What follows belongs to an exercise in optimizing a design on an open flow for small area, a short achievable clock period and few clock cycles per item; a production flow would make more cautious choices. For this run, only the layout was checked, not whether the RTL still works. Power is estimated from default activity; no workload was simulated.

File: design/flow/design.v
module tone_divisor_search (
    input  wire        clk,
    input  wire        rst,       
    input  wire        start,
    input  wire [31:0] hz,        
    output wire        ready,
    output reg         done,
    output wire [7:0]  div,       
    output wire [15:0] cmp,       
    output wire [33:0] err        
);
    localparam [25:0] N = 26'd42000000;
    localparam [1:0] P_DIV = 2'd0, P_RND = 2'd1, P_NEG = 2'd2, P_SHF = 2'd3;
    reg        busy;
    reg        uq;        
    reg        cq;        
    reg        tq;        
    reg        nq;        
    reg [1:0]  ph;
    reg        bigq;      
    reg [4:0]  cnt;       
    reg        nb;        
    reg [31:0] hzr;
    reg [26:0] R;         
    reg [15:0] X;         
    reg [1:0]  K;         
    assign ready = ~busy;
    assign div   = {K == 2'd3, 1'b0, K == 2'd2, 1'b0, K == 2'd1, 1'b0, K == 2'd0, 1'b0};
    assign cmp   = X;
    assign err   = {hzr[31:25], R[26:1], 1'b0};
    wire acc = start & ~busy;
    wire t10 = |hz[31:10];
    wire t11 = |hz[31:11];
    wire t12 = |hz[31:12];
    wire t13 = |hz[31:13];
    wire t14 = |hz[31:14];
    wire t15 = |hz[31:15];
    wire t16 = |hz[31:16];
    wire t18 = |hz[31:18];
    wire p10 = t10 & ~t11;
    wire p11 = t11 & ~t12;
    wire p12 = t12 & ~t13;
    wire p13 = t13 & ~t14;
    wire p14 = t14 & ~t15;
    wire p15 = t15 & ~t16;
    wire s8  = t18;
    wire s10 = p15 & hz[14];
    wire s11 = (p15 & ~hz[14]) | (p14 & hz[13]) | (t16 & ~t18);
    wire s12 = (p14 & ~hz[13]) | (p13 & hz[12]);
    wire s13 = (p13 & ~hz[12]) | (p12 & hz[11]);
    wire s14 = (p12 & ~hz[11]) | (p11 & hz[10]);
    wire s15 = p11 & ~hz[10];
    wire s16 = p10;
    wire s22 = ~t10;
    wire [26:0] r_in = ({27{s8}}  & (N >> 8))  | ({27{s10}} & (N >> 10)) |
                       ({27{s11}} & (N >> 11)) | ({27{s12}} & (N >> 12)) |
                       ({27{s13}} & (N >> 13)) | ({27{s14}} & (N >> 14)) |
                       ({27{s15}} & (N >> 15)) | ({27{s16}} & (N >> 16)) |
                       ({27{s22}} & (N >> 22));
    wire [4:0]  c_in = ({5{s8}}  & 5'd7)  | ({5{s10}} & 5'd9)  | ({5{s11}} & 5'd10) |
                       ({5{s12}} & 5'd11) | ({5{s13}} & 5'd12) | ({5{s14}} & 5'd13) |
                       ({5{s15}} & 5'd14) | ({5{s16}} & 5'd15) | ({5{s22}} & 5'd21);   
    wire        n_in = |({s8, s10, s11, s12, s13, s14, s15, s16, s22} &
                         {N[7], N[9], N[10], N[11], N[12], N[13], N[14], N[15], N[21]});
    wire ge641 = (hzr >= 32'd641);
    wire ge161 = (hzr >= 32'd161);
    wire ge41  = (hzr >= 32'd41);
    wire [1:0] k   = {~ge161, (~ge641 & ge161) | ~ge41};
    wire       lo25 = (hzr[31:25] == 7'd0);
    wire [6:0] hm1  = hzr[31:25] - 7'd1;
    wire        tiny   = (hzr[31:4] == 28'd0) && (hzr[3:0] <= 4'd10);
    wire [3:0]  t_hi   = 4'd10 - hzr[3:0];
    wire [9:0]  t_lo   = 10'd890 + {6'd0, hzr[3:0]};
    wire [26:0] r_tiny = {t_hi, 6'd0, t_lo, 7'd0};
    wire        dv    = busy & (ph == P_DIV);
    wire        rn    = busy & (ph == P_RND);
    wire        ng    = busy & (ph == P_NEG);
    wire        sh    = busy & (ph == P_SHF);
    wire        x0    = (X == 16'd0);
    wire        bstop = dv & (cnt == 5'd1) & x0 & ~cy;    
    wire [25:0] A     = uq ? {1'b0, R[24:0]} : {R[24:0], nb};
    wire [26:0] S2    = {1'b0, A[24:0], 1'b1} + {1'b0, ~hzr[24:0], cq};
    wire [24:0] S     = S2[25:1];
    wire        c25   = S2[26];
    wire        cy    = (c25 | A[25]) & lo25 & ~tiny;   
    wire        take  = nq | (tq & cy);
    wire        tdv   = dv & tiny;
    wire [24:0] r_lo  = take ? (S ^ {25{nq}}) : acc ? r_in[24:0] :
                        tdv ? r_tiny[24:0] : A[24:0];
    wire [6:0]  hi7   = c25 ? hm1 : hzr[31:25];
    wire [1:0]  r_hi  = (sh | (rn & ~cy)) ? R[25:24] :
                        tdv ? r_tiny[26:25] :
                        busy ? 2'd0 : acc ? r_in[26:25] : R[26:25];
    wire [15:0] x_inc = X + 16'd1;
    wire        x_up  = (rn & cy) | (ng & bigq);
    wire last = (cnt == {2'd0, k, 1'b0});
    wire [1:0] ph_nx = {busy & (ph[1] | ph[0] | bstop),
                        busy & ((dv & last) | (rn & ~cy) | ng | sh)};
    wire fin = tdv | (rn & ~cy & (k == 2'd0)) | (ng & (k == 2'd0) & ~bigq) |
               (sh & (cnt == 5'd0));
    wire busy_nx = ~rst & (busy ? ~fin : acc);
    wire done_nx = ~rst & busy & fin;
    wire bigq_nx = busy & (bigq | bstop);
    always @(posedge clk) begin
        busy <= busy_nx;
        done <= done_nx;
        uq   <= ~busy_nx | (ph_nx == P_NEG);
        cq   <= busy_nx & ((ph_nx == P_DIV) | ((ph_nx == P_NEG) & ~bigq_nx));
        tq   <= busy_nx & ((ph_nx == P_DIV) | (ph_nx == P_RND));
        nq   <= busy_nx & (ph_nx == P_NEG);
    end
    always @(posedge clk) begin
        ph <= ph_nx;
        if (!busy) begin
            cnt  <= c_in;
            nb   <= n_in;
        end else begin
            if (dv)
                K <= k;
            nb <= dv & ~last & N[cnt - 5'd1];
            if (bstop)
                cnt <= 5'd1;
            else if (dv || sh)
                cnt <= cnt - 5'd1;
        end
        bigq <= bigq_nx;
        R <= {r_hi, r_lo};
        if (acc)
            hzr <= hz;
        else if (ng && bigq)
            hzr[31:25] <= hi7;
        if (acc)
            X <= 16'd0;
        else if (tdv)
            X <= 16'hFFFF;
        else if (dv)
            X <= {X[14:0], cy | (cnt == 5'd1 && x0)};
        else if (x_up)
            X <= x_inc;
    end
endmodule
File: design/flow/flow/run.sh
#!/bin/bash
# Standard ORFS layout (the standard.sh), with a larger setup-slack
# target for timing repair and buf_2 cells as the port buffers.
set -euo pipefail
export SETUP_SLACK_MARGIN=6.5
export BUFFER_PORTS_ARGS="-buffer_cell sky130_fd_sc_hd__buf_2"
bash standard.sh > standard.log 2>&1
File: design/flow/standard.sh
#!/bin/bash
# synth_recipe.tcl (not shown) runs the flow's synth.tcl, then flattens the netlist and writes it again
# the make line also repeats each setting of config.mk as NAME=value (left out here)
make -C /OpenROAD-flow-scripts/flow DESIGN_CONFIG=/design/flow/config.mk WORK_HOME=/design/flow/orfs CLKGATE_MAP_FILE= SYNTH_SCRIPT=/design/flow/synth_recipe.tcl "${@:-finish}"
File: design/flow/config.mk
export PLATFORM = sky130hd
export DESIGN_NAME = tone_divisor_search
export DESIGN_NICKNAME = tone_divisor_search
export VERILOG_FILES = /design/flow/design.v
export SDC_FILE = /design/flow/constraint.sdc
export NUM_CORES = 4
export LEC_CHECK = 0
export CAP_MARGIN = 20
export CORE_MARGIN = 2
export CORE_UTILIZATION = 40
export PLACE_DENSITY = 0.6
export SLEW_MARGIN = 20
export TNS_END_PERCENT = 0
File: design/flow/constraint.sdc
create_clock -name core_clock -period 10.0 [get_ports {clk}]
set_input_delay 2.0000 -clock core_clock [delete_from_list [all_inputs] [get_ports {clk}]]
set_output_delay 2.0000 -clock core_clock [all_outputs]
set_load 0.01 [all_outputs]
==> results.txt <==
[flip-flops by register name, summed over array words and instances (netlist names)]
name  count
hzr      32
R        27
X        16
cnt       5
K         2
ph        2
bigq      1
busy      1
cq        1
done      1
nb        1
nq        1
tq        1
uq        1
[area by class of cell]
class	count	share of cell area [%]
Timing Repair Buffer	98	6.64
Clock buffer	10	2.94
Inverter	57	2.75
Sequential cell	92	29.0
Multi-Input combinational cell	624	54.7
Tap cell	225	3.62
Clock inverter	6	0.402
[worst max-delay path: cells and delay by family]
| family | cells | cell delay [ns] |
|---|---|---|
| buffers and inverters | 1 | 0.11 |
| AOI/OAI and AO/OA | 2 | 0.43 |
| and+or+nand+nor | 7 | 1.53 |
[kinds of logic (layout without fill, tap and decap cells)]
| logic type | Yosys count | count (layout) |
|---|---|---|
| fa+ha+maj | 41 | 41 |
| flops | 92 | 92 |
| xor+xnor | 32 | 32 |
| other cells | 1 | 5 |
| buf+inv | 138 | 171 |
| mux | 38 | 38 |
| compound gates | 230 | 230 |
| simple gates | 278 | 278 |
[cell usage after synthesis, types with 15 or more instances]
master | number | share of area [%]
edfxtp_1 | 41 | 17
a211oi_1 | 20 | 2.1
dfxtp_1 | 51 | 14
inv_1 | 55 | 2.9
ha_1 | 40 | 7.1
nor4_1 | 18 | 1.6
nor2_1 | 63 | 3.3
a21oi_1 | 65 | 4.6
xnor2_1 | 22 | 2.7
nand2_1 | 76 | 4.0
a31oi_1 | 19 | 1.7
mux2_2 | 27 | 4.3
buf_4 | 39 | 4.1
nor3_1 | 26 | 1.8
nand3_1 | 15 | 1.1
o21ai_0 | 28 | 2.0
a21o_1 | 15 | 1.6
clkbuf_1 | 27 | 1.4
[metrics by stage]
| step | hold slack (ns) | power, mW | area, um2 |
|---|---|---|---|
| after global routing | 0.574 | 1.26 | 7780 |
| final | 0.520 | 1.19 | 7780 |
| after detailed placement | 0.507 | 0.862 | 7400 |
| after floorplan | 0.474 | 0.778 | 7100 |
| after CTS | 0.518 | 1.19 | 7750 |
| after global placement | 0.507 | 0.862 | 7400 |
[final timing paths]
check               start  depth (start not counted)  slack, ns            end
max                hz[23]                         10       6.20   R[9]$_DFF_P_
min          bigq$_DFF_P_                          2       0.52   bigq$_DFF_P_
max reg2reg    uq$_DFF_P_                         13       6.21  R[14]$_DFF_P_
min reg2reg  bigq$_DFF_P_                          2       0.52   bigq$_DFF_P_
[repair_timing]
action	CTS	global route
resized for setup	15	6
buffers inserted	3	0
hold buffers	0	0
pin swaps	1	1
setup endpoints to repair	63	63
[routing by layer]
metal  vias up  wire (um)
met3        37        942
li1       3118          -
met2       176       8850
met1      2976       9750
met4         0        618
met5         -          0
[power by group through the flow]
stage	Clock, mW	Combinational [mW]	Sequential (mW)
2_1_floorplan	0	0.318	0.461
3_3_place_gp	0	0.393	0.469
3_5_place_dp	0	0.392	0.470
4_1_cts	0.327	0.400	0.462
5_1_grt	0.342	0.448	0.467
6_report	0.320	0.404	0.462
==> flow_results.org <==
** Timing
- Skew final :: 0.0132 ns
- Max-slew violation total from the final report :: 0
- For the finished layout, the period the worst path requires is 3.80 ns.
- Hold violation count in the final report :: 0
- Worst Tran Pin Value :: 0.813 ns
- Setup repair after global routing could not meet its margin everywhere.
- Total Neg Setup Slack :: 0 ns
- Worst max-slew margin expressed relative to the limit :: 45.7%
- Finish-stage setup viols :: 0
- The final critical path takes up 38.0% of the cycle.
- Smallest setup slack after layout :: 6.20 ns
- Based on the critical path, the design can be clocked at up to 263 MHz.

** Finish
- Count of antenna diodes in the layout :: 0
- Area of the multi-input gates :: 4250 um2
- # nets final :: 958
- Compared with the post-synthesis result, the final layout area differs by 9.90%.
- Fill cells in the final layout number 1734.
- Fraction of layout cells with a size suffix above 1 :: 18.8%
- For this run, the number of standard cells in the final layout without fillers is 1112.
- Leading cell type in the layout, fill and taps excluded :: buf_2
- Utilization after layout :: 45.0%
- Highest-count cells in the layout ignoring fill and taps :: buf_2 (89), nand2_1 (75), a21oi_1 (65), nor2_1 (62), inv_1 (55)
- Area occupied by registers :: 2250 um2

** Routing
- For this block, the initial DRC count from the detailed router was 453.
- In the routed layout, each cell is associated on average with a via count of 5.67.
- Number of vias in the routed layout :: 6307
- Total iterations of the first detailed-routing run :: 5
- Once detail routing completed, the nets flagged for antenna violations numbered 0.
- The routed design has 20200 um of wire.
- Dividing the detail-routed wire length by the instance count gives 18.1 um.
- In the routed design, unresolved DRC markers number 0.

** Power
- Net switching power :: 421 uW
- Power density normalized to cell area :: 152 nW/um2
- In this run, the combinational gates consume 34.1% of the power.
- Internal power :: 765 uW
- The clock network burns 27.0% of the power.
- Maximum VDD drop :: 0.0000813 V
- The share of total power dissipated in sequential elements is 38.9%.
- Switching Fraction :: 35.5%
- Leakage power of the design :: 3.30 nW

** Yosys
- The synthesized design contains 92 register bits.
- Summing the areas of all xor and xnor instances in the mapped netlist gives 3.96% of the synthesized area.
- For this run, the number of Yosys warnings is 1.
- Cells after synthesis :: 850
- Number of distinct library cells after synthesis :: 78
- Most common flop cell mapped by yosys :: dfxtp_1
- After synthesis, the largest family of logic cells by area is compound AO/OA/AOI/OAI gates.
- Counting flops with a built-in enable in the synthesized netlist gives 41.
- In this run the cell area of the synthesized design comes to 7080 um2.
- The synthesized netlist devotes 21.5% of its cell area to compound gates.
- Fraction of synthesis flops using an asynchronous set or reset pin :: 0%
- Synthesized area divided by synthesized cell count :: 8.33 um2
- Of the total synthesized cell area, the portion taken by full adders, half adders and majority gates is 7.36%.
- Fraction of the mapped netlist area in simple logic gates :: 19.8%
- After synthesis, the share of cell area in mux cells is 5.85%.
- Register area share after synthesis :: 31.8%

** Setup path
- Series of cell instances along the critical path :: buf_2 > nor4_2 > nand4_1 > nand2b_4 > or4_4 > nor3_4 > nand2_1 > a22oi_1 > nor3_1 > a211oi_1
- Library cell contributing the largest single delay on the critical path :: or4_4
- Maximum fanout encountered on the critical timing path :: 4
- Data arrives at the worst endpoint at 4.08 ns.
- Required time at the endpoint of the critical path :: 10.28 ns
- Kind of critical path :: in2reg
- Startpoint type of the worst setup path :: input port
- The worst setup path is captured at a register.
- Biggest cell delay along the critical path :: 0.48 ns

** Clock tree
- Clock buffer count from CTS :: 9
- CTS built an H-tree with a depth of 3.
- After clock tree synthesis, the clock-pin slew on the worst setup and hold paths is 0.07 ns.
- Clock latency reported for the late side of the worst-skew pair :: 0.36 ns
- Counting every sink on the clock net gives 92.
- Clock tree buffer depth :: 2
- CTS Root Cell :: clkbuf_16
- TritonCTS clock tree :: built

** GRT
- For this run, global-route usage on met2 was measured as 32.8%.
- For met3 alone, demand over resource in global routing was 4.00%.
- Entering global routing, the biggest net connects 59 pins.
- met2 is the most crowded layer.
- Global-route total usage across every layer :: 21.9%
- Fraction of met1 tracks used by global routing :: 30.8%
- Number of antenna violations at the first check in global routing :: 0
- Number of global-route vias before repair :: 5918
- Remaining Overflow, GRT :: 0
- Wire length of the first global-routing pass :: 31600 um

** Floorplan
- DIE WIDTH :: 137 um
- Total core area :: 17300 um2
- Once the floorplan was initialized, standard cells occupied 40.9% of the core.
- Standard-cell rows :: 48
- Vert. Die Dim :: 137 um
- The die covers 18800 um2.
- Pin placement for this block handled 95 I/O pins.

** Place
- Number of I/O port buffers :: 89
- The number of placed instances, taps included, is 1093.
- Final HPWL DP :: 14600 um
- OpenSTA, run right after detailed placement, puts the worst setup slack at 5.46 ns.
- The congestion estimate from routability-driven global placement came to 0.898.

** Status
- Outcome :: timing/DRC/antenna clean

** Hold path
- The worst hold path belongs to the class reg2reg.

** Job
- Number of maximum-capacitance violations :: 0

## static timing again, ports no longer ideal
No port has a modelled driver above. Below, the same layout with a new extraction and two added sets of constraints. Step 1 assumes that a clkbuf_16 drives the clock port and a buf_2 every other input. Step 2, shift: input delay + t, output delay - t, t = (earliest + latest rising clock arrival at the registers) / 2. This alone moves slack from input paths to output paths. a / b / c = ideal ports / drivers / drivers and shift; a / b = the first two.
shift t [ns]: 0.392
setup WS [ns]: 6.197 / 6.209 / 5.828
latest minus earliest clock arrival (ns): 0.013 / 0.013
After both steps setup and hold are still met in this run. For this run, drivers alone change the setup slack by +0.012 ns; drivers and shift together by -0.369 ns.
